Context: an optimization exercise on an open-source flow, tuned for small area, a short achievable clock period and few clock cycles. The choices shown serve that exercise and are no tape-out recipe. RTL that was checked went through simulation tests only; none was proved equivalent to the original. Power figures rest on the tool's default switching activity, not on a simulated workload.

==> inputs of run R <==
// fha_sponge
module fha_sponge (
    input  wire        clk,
    input  wire        rst,         
    input  wire        bus_we,
    input  wire [1:0]  bus_addr,
    input  wire [31:0] bus_wdata,
    output reg  [31:0] bus_rdata
);
Settings: LEC_CHECK=0, ABC_CLOCK_PERIOD_IN_PS=9000, CAP_MARGIN=30, CORE_MARGIN=2, CORE_UTILIZATION=40, SLEW_MARGIN=30; clock period 20.0 ns.
standard.sh (not shown) runs the stock make flow with config.mk's settings and CLKGATE_MAP_FILE= SYNTH_SCRIPT=/design/flow/synth_recipe.tcl, a recipe that flattens the netlist after the stock synthesis.
==> flow/flow/run.sh <==
#!/bin/bash
# Standard layout, with timing repair aiming for a setup slack of 11 ns
# (a tighter target than the 20 ns clock) so the achieved period improves.
set -euo pipefail
bash standard.sh SETUP_SLACK_MARGIN=11 finish > layout.log 2>&1
==> inputs of run P, as changes to run R <==
--- a/flow/design.v
+++ b/flow/design.v
@@ -161,31 +161,34 @@
     reg          pre;     
     reg [63:0]   xl;      
     reg [63:0]   f1a;     
     reg [63:0]   f1r;     
     reg [511:0]  ra;      
     reg [511:0]  rb;      
     reg [2:0]    aoff;
     reg [2:0]    boff;
+    reg          rot_a;   
+    reg          rot_b;   
     reg [63:0]   tacc;
     reg [63:0]   a0r;
     reg [63:0]   b0r;
     reg [63:0]   b1r;
     reg [6:0]    fill;
     reg [6:0]    outpos;
     reg          rsel;
     reg          v;
     reg          sqz;
     reg [3:0]    err;
     reg [7:0]    dout;
     wire busy = (fsm != S_IDLE);
     wire [6:0] rate = rsel ? 7'd96 : 7'd64;
     wire cmd_write = bus_we && (bus_addr == 2'd0);
-    wire exec = (fsm == S_IDLE) ? cmd_write : (fsm == S_CMD);
+    wire rotp = rot_a || rot_b;
+    wire exec = !rotp && ((fsm == S_IDLE) ? cmd_write : (fsm == S_CMD));
     wire [31:0] w = bus_wdata;
     wire [14:0] wdec = {w[15:8], (w[23:16] == 8'h60), (w[23:16] == 8'h40) || (w[23:16] == 8'h60),
                         (w == 32'h0000_0005), (w == 32'h0000_0004), (w == 32'h0000_0003),
                         (w[7:0] == 8'h02) && (w[31:16] == 16'h0000),
                         (w[7:0] == 8'h01) && (w[31:24] == 8'h00)};
     wire [14:0] cmd = busy ? pend : wdec;
     wire [7:0] arg = cmd[14:7];
     wire is_init   = cmd[0];
@@ -242,20 +245,20 @@
     wire [63:0] xlane = (exec && (do_abs || do_fin)) ? ({56'd0, xbyte} << {bi, 3'b000}) : 64'd0;
     wire pad2 = exec && do_fin;
     wire [2:0] p2pos_a = 3'd7 - aoff;
     wire [2:0] p2pos_b = 3'd3 - boff;
     wire [7:0] p2a = (pad2 && !rsel) ? (8'd1 << p2pos_a) : 8'd0;
     wire [7:0] p2b = (pad2 &&  rsel) ? (8'd1 << p2pos_b) : 8'd0;
     wire [63:0] xa = head_b ? 64'd0 : xlane;
     wire [63:0] xb = head_b ? xlane : 64'd0;
-    wire ex_rot = exec && (seek || lane_end);
-    wire sh_a = perm_step || init_step || (ex_rot && !head_b) ||
+    wire ex_rot = exec && (fsm == S_CMD) && seek;
+    wire sh_a = perm_step || init_step || (ex_rot && !head_b) || rot_a ||
                 ((fsm == S_PERM) && (aoff != 3'd0));
-    wire sh_b = perm_go || init_step || (ex_rot && head_b) ||
+    wire sh_b = perm_go || init_step || (ex_rot && head_b) || rot_b ||
                 ((fsm == S_PERM) && (boff != 3'd0));
     reg [63:0] init_lane;
     always @* begin
         case (stp)
             3'd0: init_lane = 64'h0000004141414141;
             3'd1: init_lane = 64'h0000424242424242;
             3'd2: init_lane = 64'h0000434343434343;
             3'd3: init_lane = {56'd0, pend[14:7]};
@@ -314,17 +317,21 @@
             tacc <= soh[0] ? f_c : t_all;
             if (soh[0]) begin
                 a0r <= f1a;
                 b0r <= f_b;
             end
             if (soh[1]) b1r <= f_b;
         end
         if (init_step) stp <= stp + 3'd1;
+        rot_a <= exec && lane_end && !head_b;
+        rot_b <= exec && lane_end && head_b;
         if (rst) begin
+            rot_a  <= 1'b0;
+            rot_b  <= 1'b0;
             fsm    <= S_IDLE;
             fill   <= 7'd0;
             outpos <= 7'd0;
             rsel   <= 1'b0;
             v      <= 1'b0;
             sqz    <= 1'b0;
             err    <= ERR_NONE;
             dout   <= 8'h00;
@@ -384,16 +391,18 @@
             if (accept) pend <= wdec;
             if (accept && busy) begin
                 fsm <= S_CMD;
             end else if (exec) begin
                 if (exec_done)              fsm <= S_IDLE;
                 else if (exec_perm)         fsm <= S_PERM;
                 else if (is_init)           fsm <= S_INIT;
                 else                        fsm <= S_CMD;
+            end else if (accept) begin
+                fsm <= S_CMD;        
             end else if (completing) begin
                 fsm <= S_IDLE;
             end
         end
     end
     wire [31:0] status = {9'd0, outpos, 1'b0, fill, err, rsel, sqz, v, busy};
     always @* begin
         case (bus_addr)
Settings changed: CORE_UTILIZATION 40 to 50.
==> inputs of run E, as changes to run R <==
--- a/flow/design.v
+++ b/flow/design.v
@@ -161,31 +161,34 @@
     reg          pre;     
     reg [63:0]   xl;      
     reg [63:0]   f1a;     
     reg [63:0]   f1r;     
     reg [511:0]  ra;      
     reg [511:0]  rb;      
     reg [2:0]    aoff;
     reg [2:0]    boff;
+    reg          rot_a;   
+    reg          rot_b;   
     reg [63:0]   tacc;
     reg [63:0]   a0r;
     reg [63:0]   b0r;
     reg [63:0]   b1r;
     reg [6:0]    fill;
     reg [6:0]    outpos;
     reg          rsel;
     reg          v;
     reg          sqz;
     reg [3:0]    err;
     reg [7:0]    dout;
     wire busy = (fsm != S_IDLE);
     wire [6:0] rate = rsel ? 7'd96 : 7'd64;
     wire cmd_write = bus_we && (bus_addr == 2'd0);
-    wire exec = (fsm == S_IDLE) ? cmd_write : (fsm == S_CMD);
+    wire rotp = rot_a || rot_b;
+    wire exec = !rotp && ((fsm == S_IDLE) ? cmd_write : (fsm == S_CMD));
     wire [31:0] w = bus_wdata;
     wire [14:0] wdec = {w[15:8], (w[23:16] == 8'h60), (w[23:16] == 8'h40) || (w[23:16] == 8'h60),
                         (w == 32'h0000_0005), (w == 32'h0000_0004), (w == 32'h0000_0003),
                         (w[7:0] == 8'h02) && (w[31:16] == 16'h0000),
                         (w[7:0] == 8'h01) && (w[31:24] == 8'h00)};
     wire [14:0] cmd = busy ? pend : wdec;
     wire [7:0] arg = cmd[14:7];
     wire is_init   = cmd[0];
@@ -242,36 +245,36 @@
     wire [63:0] xlane = (exec && (do_abs || do_fin)) ? ({56'd0, xbyte} << {bi, 3'b000}) : 64'd0;
     wire pad2 = exec && do_fin;
     wire [2:0] p2pos_a = 3'd7 - aoff;
     wire [2:0] p2pos_b = 3'd3 - boff;
     wire [7:0] p2a = (pad2 && !rsel) ? (8'd1 << p2pos_a) : 8'd0;
     wire [7:0] p2b = (pad2 &&  rsel) ? (8'd1 << p2pos_b) : 8'd0;
     wire [63:0] xa = head_b ? 64'd0 : xlane;
     wire [63:0] xb = head_b ? xlane : 64'd0;
-    wire ex_rot = exec && (seek || lane_end);
-    wire sh_a = perm_step || init_step || (ex_rot && !head_b) ||
+    wire ex_rot = exec && (fsm == S_CMD) && seek;
+    wire sh_a = perm_step || init_step || (ex_rot && !head_b) || rot_a ||
                 ((fsm == S_PERM) && (aoff != 3'd0));
-    wire sh_b = perm_go || init_step || (ex_rot && head_b) ||
+    wire sh_b = perm_go || init_step || (ex_rot && head_b) || rot_b ||
                 ((fsm == S_PERM) && (boff != 3'd0));
     reg [63:0] init_lane;
     always @* begin
         case (stp)
             3'd0: init_lane = 64'h0000004141414141;
             3'd1: init_lane = 64'h0000424242424242;
             3'd2: init_lane = 64'h0000434343434343;
             3'd3: init_lane = {56'd0, pend[14:7]};
             default: init_lane = 64'd0;
         endcase
     end
     wire [63:0] a_head = ra[63:0] ^ xa;
     wire [63:0] b_head = rb[63:0] ^ xb;
-    wire [63:0] a_in = perm_step ? xl : init_step ? init_lane : a_head;
+    wire [63:0] a_in = perm_step ? xl : init_step ? init_lane : ra[63:0];
     wire [63:0] b_in = perm_step ? (ra[63:0] ^ f_c ^ tcor[511:448]) :
-                       init_step ? 64'd0 : b_head;
+                       init_step ? 64'd0 : rb[63:0];
     reg [511:0] ra_n, rb_n;
     integer k;
     always @* begin
         ra_n = ra;
         rb_n = rb;
         if (sh_a) begin
             ra_n = {a_in, ra[511:64]};
         end else begin
@@ -291,40 +294,44 @@
     wire init_last = init_step && (stp == 3'd7);
     wire completing = (exec && exec_done) || perm_last || init_last;
     wire accept = cmd_write && (!busy || completing);
     always @(posedge clk) begin
         ra <= ra_n;
         rb <= rb_n;
         xl <= rb[63:0];
         f1a <= f_a;
+        tacc <= soh[0] ? f_c : t_all;    
         f1r <= f_r;
         if (pre_step) begin
             pre  <= 1'b0;
             s1oh <= {s1oh[6:0], s1oh[7]};
         end
         if (sh_a && !perm_step && !init_step) aoff <= aoff + 3'd1;
         if (sh_b && !perm_go && !init_step) boff <= boff + 3'd1;
         if (perm_step) begin
             stp  <= stp + 3'd1;
             soh  <= {soh[6:0], soh[7]};
             if (!soh[7]) s1oh <= {s1oh[6:0], s1oh[7]};
             if (soh[7]) begin
                 rnd <= rnd + 3'd1;
                 pre <= 1'b1;
             end
-            tacc <= soh[0] ? f_c : t_all;
             if (soh[0]) begin
                 a0r <= f1a;
                 b0r <= f_b;
             end
             if (soh[1]) b1r <= f_b;
         end
         if (init_step) stp <= stp + 3'd1;
+        rot_a <= exec && lane_end && !head_b;
+        rot_b <= exec && lane_end && head_b;
         if (rst) begin
+            rot_a  <= 1'b0;
+            rot_b  <= 1'b0;
             fsm    <= S_IDLE;
             fill   <= 7'd0;
             outpos <= 7'd0;
             rsel   <= 1'b0;
             v      <= 1'b0;
             sqz    <= 1'b0;
             err    <= ERR_NONE;
             dout   <= 8'h00;
@@ -384,22 +391,22 @@
             if (accept) pend <= wdec;
             if (accept && busy) begin
                 fsm <= S_CMD;
             end else if (exec) begin
                 if (exec_done)              fsm <= S_IDLE;
                 else if (exec_perm)         fsm <= S_PERM;
                 else if (is_init)           fsm <= S_INIT;
                 else                        fsm <= S_CMD;
+            end else if (accept) begin
+                fsm <= S_CMD;        
             end else if (completing) begin
                 fsm <= S_IDLE;
             end
         end
     end
     wire [31:0] status = {9'd0, outpos, 1'b0, fill, err, rsel, sqz, v, busy};
+    wire rd_status = !bus_addr[1] &&  bus_addr[0];
+    wire rd_dout   =  bus_addr[1] && !bus_addr[0];
     always @* begin
-        case (bus_addr)
-            2'd1:    bus_rdata = status;
-            2'd2:    bus_rdata = {24'd0, dout};
-            default: bus_rdata = 32'd0;
-        endcase
+        bus_rdata = ({32{rd_status}} & status) | ({32{rd_dout}} & {24'd0, dout});
     end
 endmodule
==> notes.md <==
Synthesized area: run E < run P < run R. Global-route usage, lowest first: run R, run E, run P. Cell area: run E > run R > run P. Routed wire length, lowest first: run P, run R, run E. Run E finished with timing, DRC and antenna clean. Run R finished with timing, DRC and antenna clean. Run P completed with no timing, DRC or antenna violations.
==> figures <==
Number of clock sinks: run R 1,546; run P 1,548; run E 1,548
Pleak: run R 31.39 nW; run P 31.50 nW; run E 32.06 nW
Result of the run: run R no timing/DRC/antenna violations; run P no timing/DRC/antenna violations; run E no timing/DRC/antenna violations
Crit path to: run R rb[511]; run P ra[467]; run E rb[0]
Met1 track demand over resource: run R 0.5144; run P 0.5843; run E 0.5684
Slowest library cell on the worst path: run R sky130_fd_sc_hd__or4b_2; run P sky130_fd_sc_hd__and3_2; run E sky130_fd_sc_hd__xnor2_1
HPWL reported at the end of detailed placement: run R 290,500 um; run P 277,100 um; run E 310,500 um
Power in the clock group: run R 3.14 mW; run P 3.07 mW; run E 3.21 mW
Peak supply drop: run R 0.1509 mV; run P 0.1272 mV; run E 0.08083 mV
Multi-input combinational area share: run R 0.3824; run P 0.3881; run E 0.3882
Testbench counts of run P, summed over its fixed seeds: cycles 36,595.
Only the layout flow was run in run R and run E; the RTL was not checked for function there.

static timing again, ports no longer ideal:
How much do the figures lean on ideal ports? The routed layouts below were timed once more, with nothing changed but the port constraints.
Step 1: set_driving_cell puts a clkbuf_16 on clk and a buf_2 on each other input, an assumption about the parent block.
Step 2 adds t to the input delays and takes it off the output delays; t is the mean of the earliest and latest rising clock arrival at the registers after step 1. Input paths then give back, and output paths get back, about the clock's delay inside the block.
Slacks: ideal ports / drivers / drivers and shift; pairs: ideal ports / drivers.
run	t, ns	setup slack, ns	worst slew at a driven data input, ns
run R	0.913	10.997 / 10.997 / 10.254	0.04
run P	0.887	10.991 / 10.995 / 10.108	0.12
run E	0.919	10.875 / 10.875 / 10.288	0.07
After both steps setup and hold are still met in every run listed. The setup slack of run P, which loses most, moves by +0.004 ns with the drivers and by -0.883 ns with both steps.
